Source: an optimization exercise on an open RTL-to-GDS flow (aim: a short achievable clock period and few clock cycles). Production flows keep margins and buffers that such runs may drop. Function was checked by simulation only, so behaviour that the tests miss may differ from the original. Power figures rest on the tool's default switching activity, not on a simulated workload.

==> flow/design.v <==
module core16 (
    input  wire        clk,
    input  wire        rst,           
    input  wire [15:0] load_addr,     
    input  wire [15:0] init_pc,       
    output reg         mem_req,
    output reg         mem_we,
    output reg  [15:0] mem_addr,
    output reg  [7:0]  mem_wdata,
    input  wire        mem_ack,
    input  wire [15:0] mem_rdata,
    output reg         disp_valid,
    output reg  [15:0] disp_data,
    output wire        halted,
    output wire        faulted,
    output reg  [1:0]  fault_code,
    output reg  [16:0] fault_info,
    output wire [15:0] ac_out,
    output reg  [31:0] hits,
    output reg  [31:0] misses
);
    localparam SB = 5;             
    localparam S  = 1 << SB;
    localparam NB = SB + 1;          
    localparam N  = 1 << NB;
    localparam TW = 16 - SB;         
    localparam [3:0] OP_START = 4'h0, OP_LOAD = 4'h1, OP_LOADM = 4'h2,
                     OP_STORE = 4'h3, OP_CMPM = 4'h4, OP_CJMP  = 4'h5,
                     OP_JMP   = 4'h6, OP_ADD  = 4'h7, OP_ADDM  = 4'h8,
                     OP_SUB   = 4'h9, OP_SUBM = 4'hA, OP_MUL   = 4'hB,
                     OP_MULM  = 4'hC, OP_DISP = 4'hD, OP_HALT  = 4'hE;
    reg [15:0] la;
    reg [15:0] lim;         
    reg [15:0] ac;
    reg        flag;
    reg [1:0]  rstate;      
    assign halted  = (rstate == 2'd1);
    assign faulted = (rstate == 2'd2);
    assign ac_out  = ac;
    reg [15:0]   c_data [0:N-1];
    reg [TW-1:0] c_tag  [0:N-1];
    reg [N-1:0]  c_val;
    reg [N-1:0]  c_dirty;
    reg [S-1:0]  lru;       
    reg [15:0] f_k;         
    reg [16:0] f_pcb;       
    reg        d_v;
    reg [15:0] d_ir;
    reg [16:0] d_pcb;
    reg        d_ff;        
    reg        e_v;
    reg [3:0]  e_op;
    reg [11:0] e_opd;
    reg [15:0] e_w;         
    reg [16:0] e_pcb;
    reg [16:0] e_ea;
    reg        e_ff;        
    reg        e_df;        
    reg [16:0] e_finfo;
    reg        e_mc;        
    reg [15:0] mp0;
    reg [7:0]  mp1;
    reg [15:0] e_ir_w;
    reg        e_v_last;
    reg        ending;
    reg [1:0]  end_state;
    reg        sb_pend;     
    reg [7:0]  sb_data;
    localparam [1:0] K_FILL = 2'd0, K_WB = 2'd1, K_SB = 2'd2;
    reg        c_busy;
    reg [1:0]  c_kind;
    reg        c_toir;      
    reg        c_two;       
    reg        c_step;
    reg [15:0] c_k;
    reg [16:0] c_a;
    reg [15:0] c_wd;
    reg [7:0]  c_lo;
    reg        bb_v;        
    reg [14:0] bb_a;
    reg [7:0]  bb_hi;
    reg        rq_flush;    
    reg        rq_slowf;    
    reg        rq_wb;       
    reg        rq_cl;       
    reg        rq_d;        
    reg [15:0] rq_d_k;
    reg [16:0] rq_d_a;
    reg        rq_f;        
    reg [15:0] rq_f_k;
    reg [16:0] rq_f_a;
    reg [NB-1:0] w_idx;
    reg        any_dirty;
    wire e_isst   = (e_op == OP_STORE);
    wire e_ismul  = (e_op == OP_MUL) || (e_op == OP_MULM);
    wire e_term   = e_ff || e_df || (e_op == OP_HALT) || (e_op == 4'hF);
    wire e_stall  = e_v && e_ismul && !e_mc && !e_term;
    wire e_done   = e_v && !e_stall;               
    wire e_st_now = e_v && e_isst && !e_term;      
    wire e_gt     = $signed(ac) > $signed(e_w);
    wire flag_new = (e_v && (e_op == OP_CMPM) && !e_term) ? e_gt : flag;
    wire c_ack    = mem_req && mem_ack;
    wire c_toir_busy = c_busy && c_toir;
    wire c_last   = c_step || !c_two;
    wire c_free   = !c_busy || (c_ack && c_last);
    wire fill_fin = c_busy && c_ack && c_last && (c_kind == K_FILL) && !c_toir;
    wire sf_done  = c_busy && c_ack && c_last && (c_kind == K_FILL) && c_toir;
    wire [15:0] fill_word = c_two ? {mem_rdata[7:0], c_lo}
                                  : (c_a[0] ? {mem_rdata[7:0], mem_rdata[15:8]} : mem_rdata);
    wire [3:0]  d_op   = d_ir[15:12];
    wire [11:0] d_opd  = d_ir[11:0];
    wire [16:0] d_ea   = {1'b0, la} + {4'b0, d_opd, 1'b0};
    wire d_isrd   = (d_op == OP_LOADM) || (d_op == OP_CMPM) || (d_op == OP_ADDM) ||
                    (d_op == OP_SUBM) || (d_op == OP_MULM);
    wire d_isst   = (d_op == OP_STORE);
    wire d_dslow  = (d_isrd || d_isst) && ({4'b0, d_opd} >= lim) && !d_ff;
    wire d_term   = d_v && (d_ff || d_dslow || d_op == OP_HALT || d_op == 4'hF);
    wire [SB-1:0] d_set  = d_opd[SB-1:0];
    wire [TW-1:0] d_tagw = {{(TW-12+SB){1'b0}}, d_opd[11:SB]};
    wire          d_m0   = c_val[{1'b0, d_set}] && (c_tag[{1'b0, d_set}] == d_tagw);
    wire          d_m1   = c_val[{1'b1, d_set}] && (c_tag[{1'b1, d_set}] == d_tagw);
    wire [15:0]   d_cd   = d_m1 ? c_data[{1'b1, d_set}] : c_data[{1'b0, d_set}];
    wire          d_hit  = d_m0 || d_m1;
    wire          d_full = c_val[{1'b0, d_set}] && c_dirty[{1'b0, d_set}] &&
                           c_val[{1'b1, d_set}] && c_dirty[{1'b1, d_set}];
    wire [NB-1:0] d_idx  = {lru[d_set], d_set};
    wire          d_fwd  = e_st_now && (e_opd == d_opd);
    wire          d_ecf  = e_st_now && (e_opd[SB-1:0] == d_set) && (e_opd != d_opd);
    wire          d_ffw  = fill_fin && (c_k == {4'b0, d_opd});
    wire          d_rd_ok = d_fwd || d_hit || d_ffw;
    wire          d_st_ok = !d_ecf && (d_hit || !d_full);
    wire          d_vict  = d_full && !d_hit;           
    reg         sq_p;
    wire [16:0] e_ea1  = e_ea + 17'd1;
    wire [16:0] f_pcb1 = f_pcb + 17'd1;
    wire [16:0] f_pcbm = f_pcb - 17'd1;
    wire sq_d = sq_p && d_v;
    wire sq_f = e_st_now &&
                ((e_ea == f_pcb) || (e_ea == f_pcbm) || (e_ea == f_pcb1));
    wire sq_ov = (d_ea == f_pcb) || (d_ea == f_pcbm) || (d_ea == f_pcb1);
    wire d_needfill = d_v && !d_ff && !d_dslow && d_isrd && !d_rd_ok;
    wire d_need_ok = d_ff || d_dslow || (d_isrd ? d_rd_ok : (d_isst ? d_st_ok : 1'b1));
    wire d_go   = d_v && !e_stall && !sq_d && d_need_ok && !ending;
    wire d_jmp  = d_go && !d_ff && ((d_op == OP_JMP) || ((d_op == OP_CJMP) && flag_new));
    wire [SB-1:0] f_set  = f_k[SB-1:0];
    wire [TW-1:0] f_tagw = f_k[15:SB];
    wire          f_m0   = c_val[{1'b0, f_set}] && (c_tag[{1'b0, f_set}] == f_tagw);
    wire          f_m1   = c_val[{1'b1, f_set}] && (c_tag[{1'b1, f_set}] == f_tagw);
    wire [15:0]   f_cd   = f_m1 ? c_data[{1'b1, f_set}] : c_data[{1'b0, f_set}];
    wire          f_hit  = f_m0 || f_m1;
    wire          f_vict = c_val[{1'b0, f_set}] && c_dirty[{1'b0, f_set}] &&
                           c_val[{1'b1, f_set}] && c_dirty[{1'b1, f_set}] && !f_hit;
    wire [NB-1:0] f_idx  = {lru[f_set], f_set};
    wire f_fault  = f_pcb[16] || (f_pcb[15:0] == 16'hFFFF);
    wire f_mis    = (f_pcb[0] != la[0]) && !f_fault;     
    wire f_block  = ending || d_term || (e_v && e_term);
    wire d_free   = !d_v || d_go;
    wire f_act    = !f_block && d_free && !d_jmp && !sq_f;
    wire f_ffw    = fill_fin && (c_k == f_k);
    wire f_go     = f_act && !f_mis && (f_fault || f_hit || f_ffw);
    localparam [15:0] PFD = 16'd16;
    reg  [15:0]   pf_k;
    wire [SB-1:0] p_set  = pf_k[SB-1:0];
    wire          p_hold = (c_val[{1'b0, p_set}] && (c_tag[{1'b0, p_set}] == pf_k[15:SB])) ||
                           (c_val[{1'b1, p_set}] && (c_tag[{1'b1, p_set}] == pf_k[15:SB]));
    wire          p_dty  = c_val[{1'b0, p_set}] && c_dirty[{1'b0, p_set}] &&
                           c_val[{1'b1, p_set}] && c_dirty[{1'b1, p_set}];
    wire [15:0]   p_dist = pf_k - f_k;
    wire [16:0]   p_a    = {1'b0, la} + {pf_k, 1'b0};
    wire          p_inr  = !p_a[16] && (p_a[15:0] != 16'hFFFF);
    wire          p_infl = c_busy && (c_kind == K_FILL) && !c_toir && (c_k == pf_k);
    wire          f_redir = sf_done || sq_d || d_jmp;
    reg           rq_pf;
    reg  [15:0]   rq_pf_k;
    reg  [16:0]   rq_pf_a;
    wire [15:0]   w_cd   = c_data[w_idx];
    wire [TW-1:0] w_ct   = c_tag[w_idx];
    wire          w_cdy  = c_dirty[w_idx];
    wire [16:0]   w_a    = {1'b0, la} + {w_ct, w_idx[SB-1:0], 1'b0};
    wire [SB-1:0] e_set  = e_opd[SB-1:0];
    wire [TW-1:0] e_tagw = {{(TW-12+SB){1'b0}}, e_opd[11:SB]};
    wire          e_m0   = c_val[{1'b0, e_set}] && (c_tag[{1'b0, e_set}] == e_tagw);
    wire          e_m1   = c_val[{1'b1, e_set}] && (c_tag[{1'b1, e_set}] == e_tagw);
    wire          e_lw   = lru[e_set];
    wire          e_lok  = !c_val[{e_lw, e_set}] || !c_dirty[{e_lw, e_set}];
    wire          e_way  = e_m0 ? 1'b0 : (e_m1 ? 1'b1 : (e_lok ? e_lw : !e_lw));
    wire [NB-1:0] e_ent  = {e_way, e_set};
    wire [SB-1:0] k_set  = c_k[SB-1:0];
    wire [TW-1:0] k_tagw = c_k[15:SB];
    wire          k_m0   = c_val[{1'b0, k_set}] && (c_tag[{1'b0, k_set}] == k_tagw);
    wire          k_m1   = c_val[{1'b1, k_set}] && (c_tag[{1'b1, k_set}] == k_tagw);
    wire          k_lw   = lru[k_set];
    wire          k_ok0  = !c_val[{1'b0, k_set}] || !c_dirty[{1'b0, k_set}];
    wire          k_ok1  = !c_val[{1'b1, k_set}] || !c_dirty[{1'b1, k_set}];
    wire          k_way  = k_m0 ? 1'b0 : (k_m1 ? 1'b1 :
                           ((k_lw ? k_ok1 : k_ok0) ? k_lw : !k_lw));
    wire          k_wok  = k_m0 ? k_ok0 : (k_m1 ? k_ok1 : (k_ok0 || k_ok1));
    wire [NB-1:0] k_ent  = {k_way, k_set};
    wire          fill_we = fill_fin && k_wok && !(e_st_now && (e_set == k_set));
    reg        n_go;
    reg [1:0]  n_kind;
    reg        n_toir;
    reg [15:0] n_k;
    reg [16:0] n_a;
    reg        n_clr;         
    always @* begin
        n_go = 1'b0; n_kind = K_FILL; n_toir = 1'b0; n_k = rq_f_k; n_a = rq_f_a; n_clr = 1'b0;
        if (rq_flush && any_dirty) begin
            if (w_cdy) begin n_go = 1'b1; n_kind = K_WB; n_a = w_a; n_clr = 1'b1; end
        end else if (rq_flush && ending) begin
            if (sb_pend) begin n_go = 1'b1; n_kind = K_SB; n_a = 17'h0FFFF; end
        end else if (rq_flush && rq_slowf && !c_toir_busy && !d_v && !e_v) begin
            n_go = 1'b1; n_toir = 1'b1; n_a = f_pcb;
        end else if (!rq_flush && rq_wb && w_cdy) begin
            n_go = 1'b1; n_kind = K_WB; n_a = w_a; n_clr = 1'b1;
        end else if (!rq_flush && rq_d) begin
            n_go = 1'b1; n_k = rq_d_k; n_a = rq_d_a;
        end else if (!rq_flush && rq_f) begin
            n_go = 1'b1;
        end else if (!rq_flush && rq_pf) begin
            n_go = 1'b1; n_k = rq_pf_k; n_a = rq_pf_a;
        end else if (!rq_flush && rq_cl && !rq_wb && w_cdy) begin
            n_go = 1'b1; n_kind = K_WB; n_a = w_a; n_clr = 1'b1;
        end
    end
    wire n_two = (n_kind == K_WB) || (n_kind == K_FILL && n_a[0]);
    wire n_bbn = c_busy && c_ack && !mem_we && (mem_addr[15:1] == n_a[15:1]);   
    wire n_bb  = (n_kind == K_FILL) && n_a[0] && (n_bbn || (bb_v && (bb_a == n_a[15:1])));
    wire wb_start = c_free && n_go && n_clr && !rst;
    reg        bk_v;
    reg [16:0] bk_pa, bk_pa1;
    reg        bk_dv, bk_dw;
    reg [16:0] bk_da, bk_da1;
    reg [7:0]  t_val;
    reg [95:0] t_tag;
    reg [2:0]  bk_nh, bk_nm;
    reg        bk_cv;
    wire [16:0] ba0 = bk_pa, ba1 = bk_pa1, ba2 = bk_da, ba3 = bk_da1;
    wire        bw2 = bk_dw;
    wire p0 = 1'b1;
    wire p1 = !ba0[16];
    wire p2 = bk_dv && !ba0[16] && !ba1[16];
    wire p3 = p2 && !ba2[16];
    wire u0 = p0 && !ba0[16];
    wire u1 = p1 && !ba1[16];
    wire u2 = p2 && !ba2[16];
    wire u3 = p3 && !ba3[16];
    wire [2:0]  l0 = ba0[3:1], l1 = ba1[3:1], l2 = ba2[3:1], l3 = ba3[3:1];
    wire [11:0] g0 = ba0[15:4], g1 = ba1[15:4], g2 = ba2[15:4], g3 = ba3[15:4];
    function [11:0] sel12(input [95:0] t, input [2:0] l);
        case (l)
            3'd0: sel12 = t[11:0];
            3'd1: sel12 = t[23:12];
            3'd2: sel12 = t[35:24];
            3'd3: sel12 = t[47:36];
            3'd4: sel12 = t[59:48];
            3'd5: sel12 = t[71:60];
            3'd6: sel12 = t[83:72];
            default: sel12 = t[95:84];
        endcase
    endfunction
    wire [11:0] tl0 = sel12(t_tag, l0), tl1 = sel12(t_tag, l1),
                tl2 = sel12(t_tag, l2), tl3 = sel12(t_tag, l3);
    wire b0 = t_val[l0] && (tl0 == g0);
    wire b1 = t_val[l1] && (tl1 == g1);
    wire b2 = t_val[l2] && (tl2 == g2);
    wire b3 = t_val[l3] && (tl3 == g3);
    wire s01 = u0 && (l0 == l1);
    wire s12 = u1 && (l1 == l2), s02 = u0 && (l0 == l2);
    wire s23 = u2 && (l2 == l3), s13 = u1 && (l1 == l3), s03 = u0 && (l0 == l3);
    wire h0 = b0;
    wire h1 = s01 ? (g0 == g1) : b1;
    wire h2 = s12 ? (g1 == g2) : s02 ? (g0 == g2) : b2;
    wire h3 = s23 ? (g2 == g3) : s13 ? (g1 == g3) : s03 ? (g0 == g3) : b3;
    wire hit0 = u0 && h0, hit1 = u1 && h1, hit2 = u2 && h2, hit3 = u3 && h3;
    wire mis0 = p0 && (ba0[16] ? 1'b1 : !h0);
    wire mis1 = p1 && (ba1[16] ? 1'b1 : !h1);
    wire mis2 = p2 && (ba2[16] ? !bw2 : !h2);
    wire mis3 = p3 && (ba3[16] ? !bw2 : !h3);
    wire [2:0] bk_h = {2'b0, hit0} + {2'b0, hit1} + {2'b0, hit2} + {2'b0, hit3};
    wire [2:0] bk_m = {2'b0, mis0} + {2'b0, mis1} + {2'b0, mis2} + {2'b0, mis3};
    reg [7:0]  t_val_n;
    reg [95:0] t_tag_n;
    integer q;
    always @* begin
        t_val_n = t_val;
        t_tag_n = t_tag;
        for (q = 0; q < 8; q = q + 1) begin
            if (u3 && l3 == q) begin t_val_n[q] = 1'b1; t_tag_n[q*12 +: 12] = g3; end
            else if (u2 && l2 == q) begin t_val_n[q] = 1'b1; t_tag_n[q*12 +: 12] = g2; end
            else if (u1 && l1 == q) begin t_val_n[q] = 1'b1; t_tag_n[q*12 +: 12] = g1; end
            else if (u0 && l0 == q) begin t_val_n[q] = 1'b1; t_tag_n[q*12 +: 12] = g0; end
        end
    end
    wire [NB-1:0] pe_idx;
    wire          pe_any;
    genvar gl, gn;
    generate
        for (gl = 0; gl <= NB; gl = gl + 1) begin : pe_l
            wire [(N>>gl)-1:0] v;
            wire [(N>>gl)*NB-1:0] x;
            if (gl == 0) begin : g0
                assign v = c_dirty;
                assign x = {(N*NB){1'b0}};
            end else begin : gk
                for (gn = 0; gn < (N >> gl); gn = gn + 1) begin : pe_n
                    wire v0 = pe_l[gl-1].v[2*gn];
                    wire v1 = pe_l[gl-1].v[2*gn+1];
                    wire [NB-1:0] x0 = pe_l[gl-1].x[(2*gn)*NB +: NB];
                    wire [NB-1:0] x1 = pe_l[gl-1].x[(2*gn+1)*NB +: NB];
                    assign v[gn] = v0 | v1;
                    assign x[gn*NB +: NB] = v0 ? x0 : (x1 | ({{(NB-1){1'b0}}, 1'b1} << (gl-1)));
                end
            end
        end
    endgenerate
    assign pe_idx = pe_l[NB].x[NB-1:0];
    assign pe_any = pe_l[NB].v[0];
    wire [15:0] mul0 = ac * {8'b0, e_w[7:0]};
    wire [7:0]  mul1 = ac[7:0] * e_w[15:8];
    always @(posedge clk) begin
        if (rst) begin
            la        <= load_addr;
            lim       <= (17'h10000 - {1'b0, load_addr}) >> 1;
            ac        <= 16'h0000;
            flag      <= 1'b0;
            rstate    <= 2'd0;
            c_val     <= {N{1'b0}};
            c_dirty   <= {N{1'b0}};
            lru       <= {S{1'b0}};
            f_pcb     <= {1'b0, init_pc};
            f_k       <= ({1'b0, init_pc} - {1'b0, load_addr}) >> 1;
            d_v       <= 1'b0;
            sq_p      <= 1'b0;
            e_v       <= 1'b0;
            e_mc      <= 1'b0;
            ending    <= 1'b0;
            end_state <= 2'd0;
            sb_pend   <= 1'b0;
            c_busy    <= 1'b0;
            mem_req   <= 1'b0;
            mem_we    <= 1'b0;
            rq_flush  <= 1'b0;
            rq_slowf  <= 1'b0;
            rq_wb     <= 1'b0;
            rq_d      <= 1'b0;
            rq_f      <= 1'b0;
            rq_pf     <= 1'b0;
            rq_cl     <= 1'b0;
            pf_k      <= ({1'b0, init_pc} - {1'b0, load_addr}) >> 1;
            bb_v      <= 1'b0;
            any_dirty <= 1'b0;
            bk_v      <= 1'b0;
            bk_cv     <= 1'b0;
            t_val     <= 8'h00;
            hits      <= 32'd0;
            misses    <= 32'd0;
            disp_valid <= 1'b0;
            fault_code <= 2'd0;
            fault_info <= 17'd0;
        end else begin
            disp_valid <= 1'b0;
            if (e_v) begin
                if (e_term) begin
                    ending <= 1'b1;
                    if (e_ff || e_df) begin
                        end_state  <= 2'd2;
                        fault_code <= 2'd1;
                        fault_info <= e_finfo;
                        sb_pend    <= e_df && e_isst && (e_ea == 17'h0FFFF);
                        sb_data    <= ac[7:0];
                    end else if (e_op == OP_HALT) begin
                        end_state <= 2'd1;
                    end else begin
                        end_state  <= 2'd2;
                        fault_code <= 2'd2;
                        fault_info <= {1'b0, e_ir_w};
                    end
                end else begin
                    case (e_op)
                        OP_LOAD, OP_LOADM: ac <= e_w;
                        OP_ADD, OP_ADDM:   ac <= ac + e_w;
                        OP_SUB, OP_SUBM:   ac <= ac - e_w;
                        OP_CMPM:           flag <= e_gt;
                        OP_MUL, OP_MULM: begin
                            if (!e_mc) begin
                                mp0  <= mul0;
                                mp1  <= mul1;
                                e_mc <= 1'b1;
                            end else begin
                                ac   <= mp0 + {mp1, 8'b0};
                                e_mc <= 1'b0;
                            end
                        end
                        OP_DISP: begin
                            disp_valid <= 1'b1;
                            disp_data  <= ac;
                        end
                        default: ;
                    endcase
                end
            end
            bk_v   <= e_done;
            bk_pa  <= e_pcb;
            bk_pa1 <= e_pcb + 17'd1;
            bk_dv  <= !e_ff && (e_isst || e_op == OP_LOADM || e_op == OP_CMPM ||
                      e_op == OP_ADDM || e_op == OP_SUBM || e_op == OP_MULM);
            bk_dw  <= e_isst;
            bk_da  <= e_ea;
            bk_da1 <= e_ea1;
            if (!e_stall) begin
                e_v <= d_go;
                if (d_go) begin
                    e_op    <= d_ff ? 4'h0 : d_op;
                    e_opd   <= d_opd;
                    e_w     <= d_isrd ? (d_fwd ? ac : (d_hit ? d_cd : fill_word)) : {4'b0, d_opd};
                    e_pcb   <= d_pcb;
                    e_ea    <= d_ea;
                    e_ff    <= d_ff;
                    e_df    <= d_dslow;
                    e_ir_w  <= d_ir;
                    e_finfo <= d_ff ? ((d_pcb == 17'h0FFFF) ? 17'h10000 : d_pcb)
                                    : ((d_ea == 17'h0FFFF) ? 17'h10000 : d_ea);
                end
            end
            sq_p <= d_go && d_isst && !d_dslow && !d_ff && sq_ov;
            if (sf_done) begin
                d_v   <= 1'b1;
                d_ir  <= c_two ? {mem_rdata[7:0], c_lo}
                               : (c_a[0] ? {mem_rdata[7:0], mem_rdata[15:8]} : mem_rdata);
                d_pcb <= f_pcb;
                d_ff  <= 1'b0;
                f_pcb <= f_pcb + 17'd2;
                f_k   <= f_k + 16'd1;
            end else if (sq_d) begin
                d_v   <= 1'b0;
                f_pcb <= d_pcb;
                f_k   <= f_k - 16'd1;
            end else if (d_jmp) begin
                d_v   <= 1'b0;
                f_pcb <= d_ea;
                f_k   <= {4'b0, d_opd};
            end else if (d_free) begin
                d_v <= f_go;
                if (f_go) begin
                    d_ir  <= f_hit ? f_cd : fill_word;
                    d_pcb <= f_pcb;
                    d_ff  <= f_fault;
                    f_pcb <= f_pcb + 17'd2;
                    f_k   <= f_k + 16'd1;
                end
            end
            rq_flush <= ending || (f_mis && !f_block && !d_v && !e_v && !c_toir_busy);
            rq_slowf <= f_mis && !f_block && !d_v && !e_v && !c_toir_busy && !sf_done;
            rq_d  <= d_v && !d_ff && !d_dslow && d_isrd && !d_rd_ok && !d_vict &&
                     !(c_busy && c_kind == K_FILL && !c_toir && c_k == {4'b0, d_opd});
            rq_d_k <= {4'b0, d_opd};
            rq_d_a <= d_ea;
            rq_f  <= !f_block && !f_mis && !f_fault && !f_hit && !f_vict && !d_jmp && !sq_f &&
                     !(c_busy && c_kind == K_FILL && !c_toir && c_k == f_k);
            rq_f_k <= f_k;
            rq_f_a <= f_pcb;
            rq_pf  <= !p_hold && !p_dty && (p_dist < PFD) && p_inr && !p_infl &&
                      !f_block && !f_mis && !f_redir;
            rq_pf_k <= pf_k;
            rq_pf_a <= p_a;
            if (sf_done)         pf_k <= f_k + 16'd1;
            else if (sq_d)       pf_k <= f_k - 16'd1;
            else if (d_jmp) begin
                if ((pf_k - {4'b0, d_opd}) > PFD) pf_k <= {4'b0, d_opd};
            end
            else if (p_dist > PFD) pf_k <= f_k;
            else if ((p_hold || p_infl) && p_dist < PFD) pf_k <= pf_k + 16'd1;
            if (ending || f_mis) begin
                rq_wb <= 1'b0;
                w_idx <= pe_idx;
            end else if (d_v && !d_ff && !d_dslow && (d_isrd || d_isst) && d_vict) begin
                rq_wb <= 1'b1;
                w_idx <= d_idx;
            end else if (!f_block && !f_mis && !f_fault && f_vict && !d_needfill) begin
                rq_wb <= 1'b1;
                w_idx <= f_idx;
            end else begin
                rq_wb <= 1'b0;
                w_idx <= pe_idx;
            end
            rq_cl <= 1'b1 && pe_any && !ending;
            any_dirty <= pe_any;
            if (c_busy && c_ack && !mem_we) begin
                bb_v  <= 1'b1;
                bb_a  <= mem_addr[15:1];
                bb_hi <= mem_rdata[15:8];
            end
            if (c_busy && c_ack && !c_last) begin
                c_step    <= 1'b1;
                c_lo      <= c_a[0] ? mem_rdata[15:8] : mem_rdata[7:0];
                mem_addr  <= c_a[15:0] + 16'd1;
                mem_wdata <= c_wd[15:8];
            end else if (c_free) begin
                c_busy  <= n_go;
                mem_req <= n_go;
                if (n_go) begin
                    c_kind    <= n_kind;
                    c_toir    <= n_toir;
                    c_two     <= n_two;
                    c_step    <= n_bb;
                    c_lo      <= n_bbn ? mem_rdata[15:8] : bb_hi;
                    c_k       <= n_k;
                    c_a       <= n_a;
                    c_wd      <= (n_kind == K_SB) ? {8'h00, sb_data} : w_cd;
                    mem_we    <= (n_kind != K_FILL);
                    mem_addr  <= n_bb ? (n_a[15:0] + 16'd1) : n_a[15:0];
                    if (n_kind != K_FILL) bb_v <= 1'b0;
                    mem_wdata <= (n_kind == K_SB) ? sb_data : w_cd[7:0];
                    if (n_kind == K_SB) sb_pend <= 1'b0;
                end else begin
                    mem_we <= 1'b0;
                end
            end
            if (wb_start) c_dirty[w_idx] <= 1'b0;
            if (fill_we) begin
                c_val[k_ent] <= 1'b1;
                lru[k_set]   <= !k_way;
            end
            if (f_go && f_hit) lru[f_set] <= !f_m1;
            if (d_go && d_isrd && d_hit) lru[d_set] <= !d_m1;
            if (e_st_now) begin
                c_val[e_ent]   <= 1'b1;
                c_dirty[e_ent] <= 1'b1;
                lru[e_set]     <= !e_way;
            end
            bk_cv <= bk_v;
            if (bk_v) begin
                t_val <= t_val_n;
                t_tag <= t_tag_n;
            end
            bk_nh <= bk_h;
            bk_nm <= bk_m;
            if (bk_cv) begin
                hits   <= hits + {29'd0, bk_nh};
                misses <= misses + {29'd0, bk_nm};
            end
            if (ending && rstate == 2'd0 && !c_busy && !any_dirty && !(|c_dirty) &&
                !sb_pend && !bk_v && !bk_cv && !e_v_last)
                rstate <= end_state;
        end
    end
    always @(posedge clk) e_v_last <= rst ? 1'b0 : (e_v && e_term);
    always @(posedge clk) begin
        if (!rst) begin
            if (fill_we) begin
                c_data[k_ent] <= fill_word;
                c_tag[k_ent]  <= k_tagw;
            end
            if (e_st_now) begin
                c_data[e_ent] <= ac;
                c_tag[e_ent]  <= e_tagw;
            end
        end
    end
endmodule
==> flow/run.sh <==
#!/bin/bash
# synth_recipe.tcl (not shown) runs the flow's synth.tcl, then flattens the netlist and writes it again
# the make line also repeats each setting of config.mk as NAME=value (left out here)
make -C /OpenROAD-flow-scripts/flow DESIGN_CONFIG=/design/flow/config.mk WORK_HOME=/design/flow/orfs CLKGATE_MAP_FILE= SYNTH_SCRIPT=/design/flow/synth_recipe.tcl finish
==> flow/config.mk <==
export PLATFORM = sky130hd
export DESIGN_NAME = core16
export DESIGN_NICKNAME = core16
export VERILOG_FILES = /design/flow/design.v
export SDC_FILE = /design/flow/constraint.sdc
export NUM_CORES = 4
export LEC_CHECK = 0
export ABC_CLOCK_PERIOD_IN_PS = 4500
export CAP_MARGIN = 20
export CORE_MARGIN = 2
export CORE_UTILIZATION = 40
export SETUP_SLACK_MARGIN = 3.5
export SLEW_MARGIN = 20
export SYNTH_MEMORY_MAX_BITS = 16384
==> flow/constraint.sdc <==
create_clock -name core_clock -period 9.0 [get_ports {clk}]
set_input_delay 1.8000 -clock core_clock [delete_from_list [all_inputs] [get_ports {clk}]]
set_output_delay 1.8000 -clock core_clock [all_outputs]
set_load 0.01 [all_outputs]
==> results.py <==
metrics = {
    "global_routing": {
        "grt-ovfl-total": 0,
        "antenna_found_initial": 80,
        "grt_first_pass_wirelength_um": 1270000,
        "grt_util_all_layers": 0.368,
        "first_global_vias": 154000,
        "grt_start_max_net_pins": 182,
    },
    "final_layout": {
        "area_growth_pct": 13.2,
        "layout-drive-gt1-share": 0.316,
        "fin_util": 0.455,
        "final_nets": 16100,
    },
    "yosys": {
        "yosysTopAreaCell": "edfxtp_1",
        "synth.avg_cell_area_um2": 12.3,
        "synth.cell_area_um2": 196000,
        "synth_top_family_by_area": "multiplexers",
        "synthSimpleGateAreaFrac": 0.0847,
        "synth_most_common_cell": "mux4_2",
        "yosysWarnings": 1,
        "syn-instance-count": 15900,
        "synthTopCellsByCount": "mux4_2, edfxtp_1, nand2_1",
        "synthArstFlopShare": 0,
        "synth_flop_cell": "edfxtp_1",
        "synth_cell_types": 106,
        "synth_seq_cells": 2669,
        "synthTopCellsByArea": "edfxtp_1, mux4_2, dfxtp_1, mux2_2, mux2i_1",
        "synth_compound_area_frac": 0.101,
        "synth-edff-count": 2088,
        "yosysSeqAreaShare": 0.380,
        "synthAdderAreaFrac": 0.0227,
        "synth.top_cell.area_share": 0.320,
        "synth_xor_area_frac": 0.0292,
        "muxShareOfSynthArea": 0.342,
        "synthesis.nets": 16300,
    },
    "clock_tree": {
        "clk_pin_slew_worst_paths_ns": 0.06,
        "cts_root_buffer": "clkbuf_16",
        "clock_sinks": 2669,
        "h-tree-depth": 5,
        "ctsHoldBuffers": 0,
        "numCtsBuffers": 318,
        "clockBufferDepth": 4,
        "cts_tree": "yes",
        "clk_latency_ns": 1.08,
    },
    "timing": {
        "worst_slew_pin_slew_ns": 1.41,
        "fin_crit_sh": 0.709,
        "grt_setup_unrepaired": "yes",
        "hold_viol": 0,
        "finalSetupTns_ns": 0,
        "timing.fmax_mhz": 157,
        "setup_viol": 0,
        "finalMaxSlewViolations": 0,
        "relSlewSlack": 0.0569,
        "final.min_clock_period_ns": 6.38,
        "fin_skew_ns": 0.140,
    },
    "power": {
        "p_sw_mw": 9.64,
        "p_clk_frac": 0.414,
        "internal_power_mw": 23.0,
        "p_leak_nw": 74.0,
        "power.density_nw_per_um2": 147,
        "pwr-share-seq": 0.424,
        "p_total_mw": 32.6,
        "p_comb_frac": 0.162,
        "ir_worst_vdd_v": 0.000167,
        "p_sw_frac": 0.296,
    },
    "drt": {
        "wl_um": 940000,
        "avgViaCountPerCell": 7.32,
        "drc_errors": 0,
        "drt_first_pass_iters": 10,
        "routedWlPerCell_um": 41.8,
        "postRouteAntennaNets": 0,
        "drt_iter0_markers": 30400,
        "vias": 165000,
    },
    "hold_path": {
        "holdCritStartpoint": "e_ir_w[13]",
        "min_path_cells": 2,
        "hp-class": "flop to flop",
        "min_to": "fault_info[13]",
    },
    "setup_path": {
        "critPathLaunchType": "flop",
        "r2r-end": "mem_addr[2]",
        "cp.arrival_ns": 7.26,
        "path_class": "flop to flop",
        "r2r_slack_ns": 2.62,
        "worst-path-max-fanout": 7,
        "cp.required_ns": 9.88,
        "end_kind": "flop",
        "rr_worst_depth": 23,
    },
    "outcome": {
        "outcome": "complete, no violations",
    },
    "job": {
        "drv.max_cap_violation_count": 0,
    },
    "place": {
        "io_buffers": 194,
        "gp_congestion": 1.04,
        "hpwl_um": 629000,
    },
    "floorplan": {
        "coreArea_um2": 487000,
        "io_pins": 195,
        "die_h_um": 704,
        "rows": 256,
        "die_w_um": 704,
        "initial_core_util": 0.402,
        "dieArea_um2": 495000,
    },
}
[layer usage]
layer	share of wire	vias up	GRT usage
met5	0.00098	-	0.00612
met4	0.086	76	0.243
met3	0.17	3867	0.169
met2	0.41	15600	0.516
met1	0.33	82300	0.452
li1	-	62800	-
[what timing repair did]
| item | 4_1_cts | 5_1_grt |
|---|---|---|
| pin swaps | 30 | 35 |
| buffers inserted | 99 | 101 |
| resized for setup | 210 | 181 |
| setup endpoints to repair | 3681 | 1703 |
| cloned | 9 | 9 |
[metrics by stage]
stage	std cells	setup WS, ns	hold WS [ns]	instance area [um2]
floorplan	15900	3.12	0.408	196000
global placement	21600	1.51	0.416	207000
detailed placement	21600	1.50	0.421	207000
CTS	22300	2.73	0.438	220000
global route	22400	2.52	0.462	221000
finish	22500	2.62	0.445	222000
[area by class of cell]
cell class	instances	area, um2
clock buffer	394	8540
antenna	45	113
tap	6450	8070
sequential	2669	74500
fill	43800	265000
inverter	346	1350
multi-input combinational	11200	116000
clock inverter	187	1930
timing repair buffer	1165	11500
timing repair inverter	1	8.76
[state kept, by name (all words and copies together), names as in the netlist, 17 cells and up, named ones only]
signal / cells
c_data: 1024
c_tag: 704
t_tag: 96
c_dirty: 64
c_val: 64
hits: 32
lru: 32
misses: 32
d_pcb: 17
e_ea: 17
e_finfo: 17
e_pcb: 17
f_pcb: 17
fault_info: 17
[worst max-delay path: stages (launching register included)]
cell       delay [ns]
dfxtp_4          0.40
buf_6            0.18
buf_8            0.20
mux4_2           0.51
mux4_2           0.57
mux4_2           0.68
ha_4             0.28
a2111o_1         0.44
a211oi_2         0.20
buf_4            0.15
nor4_2           0.06
a31o_2           0.28
a211oi_4         0.33
o2bb2ai_4        0.19
nor2_2           0.05
a31oi_1          0.21
o2111ai_2        0.15
or4_4            0.50
buf_12           0.16
a21boi_4         0.21
buf_4            0.15
buf_4            0.09
nand4b_1         0.08
nand3_1          0.12
[logic make-up after synthesis]
family	Yosys count
AOI/OAI and AO/OA	2917
buffers and inverters	2049
and+or+nand+nor	3609
DFF	2669
muxes	3743
adders and majority gates	305
xor gates and xnor gates	651
[worst max-delay path by stage]
stage                               to  slack, ns  from  cells after the start
after floorplan           mem_addr[14]       3.12  flop                     23
after global placement         c_lo[1]       1.51  flop                     18
after detailed placement       c_lo[1]       1.50  flop                     18
after CTS                  mem_addr[4]       2.73  flop                     20
after global routing       mem_addr[4]       2.52  flop                     21
final                      mem_addr[2]       2.62  flop                     23
[placed cells by master, fill, tap and decap left out, types with 62 or more instances in the layout]
master and n:
a211oi_1 86, a21oi_1 524, a221oi_1 104, a22o_1 492, a22oi_1 168, a31oi_1 88, and2_1 106, buf_12 105
buf_4 770, clkbuf_16 333, clkdlybuf4s50_1 193, clkinv_2 63, dfxtp_1 536, edfxtp_1 2088, fa_1 85, ha_1 212
inv_1 320, mux2_2 805, mux2i_1 619, mux4_2 2281, nand2_1 1218, nand2b_1 62, nand3_1 240, nand4_1 124
nor2_1 975, nor2b_1 79, nor3_1 167, nor4_1 150, o21ai_0 744, o22ai_1 101, xnor2_1 380, xor2_1 264
[power groups by stage]
stage / logic (mW) / registers, mW / clock network [mW]
final: 5.30 / 13.8 / 13.5
after detailed placement: 4.80 / 14.1 / 0
after CTS: 4.97 / 13.8 / 13.5
after floorplan: 3.23 / 13.8 / 0
after global placement: 4.78 / 14.1 / 0
after global routing: 5.38 / 13.8 / 13.9
Testbench counts, summed over its fixed seeds: cycles 33,408.

what the ideal ports hide:
No port has a modelled driver above. Below, the same layout with a new extraction and two added sets of constraints.
Step 1 (the two cells are an assumption about what drives the block):
set clk [get_ports {clk}]
set_driving_cell -lib_cell sky130_fd_sc_hd__clkbuf_16 $clk
set_driving_cell -lib_cell sky130_fd_sc_hd__buf_2 [delete_from_list [all_inputs] $clk]
Step 2 adds t to the input delays and takes it off the output delays; t is the mean of the earliest and latest rising clock arrival at the registers after step 1. Input paths then give back, and output paths get back, about the clock's delay inside the block.
Three values: ideal ports, drivers, drivers and shift; two values: the first two.
t, ns: 1.133
setup WS [ns]: 2.620 / 2.620 / 2.549
worst hold slack (ns): 0.445 / 0.445 / 0.445
After both steps setup and hold are still met in this run. The setup slack of this run moves by 0.000 ns with the drivers and by -0.071 ns with both steps.
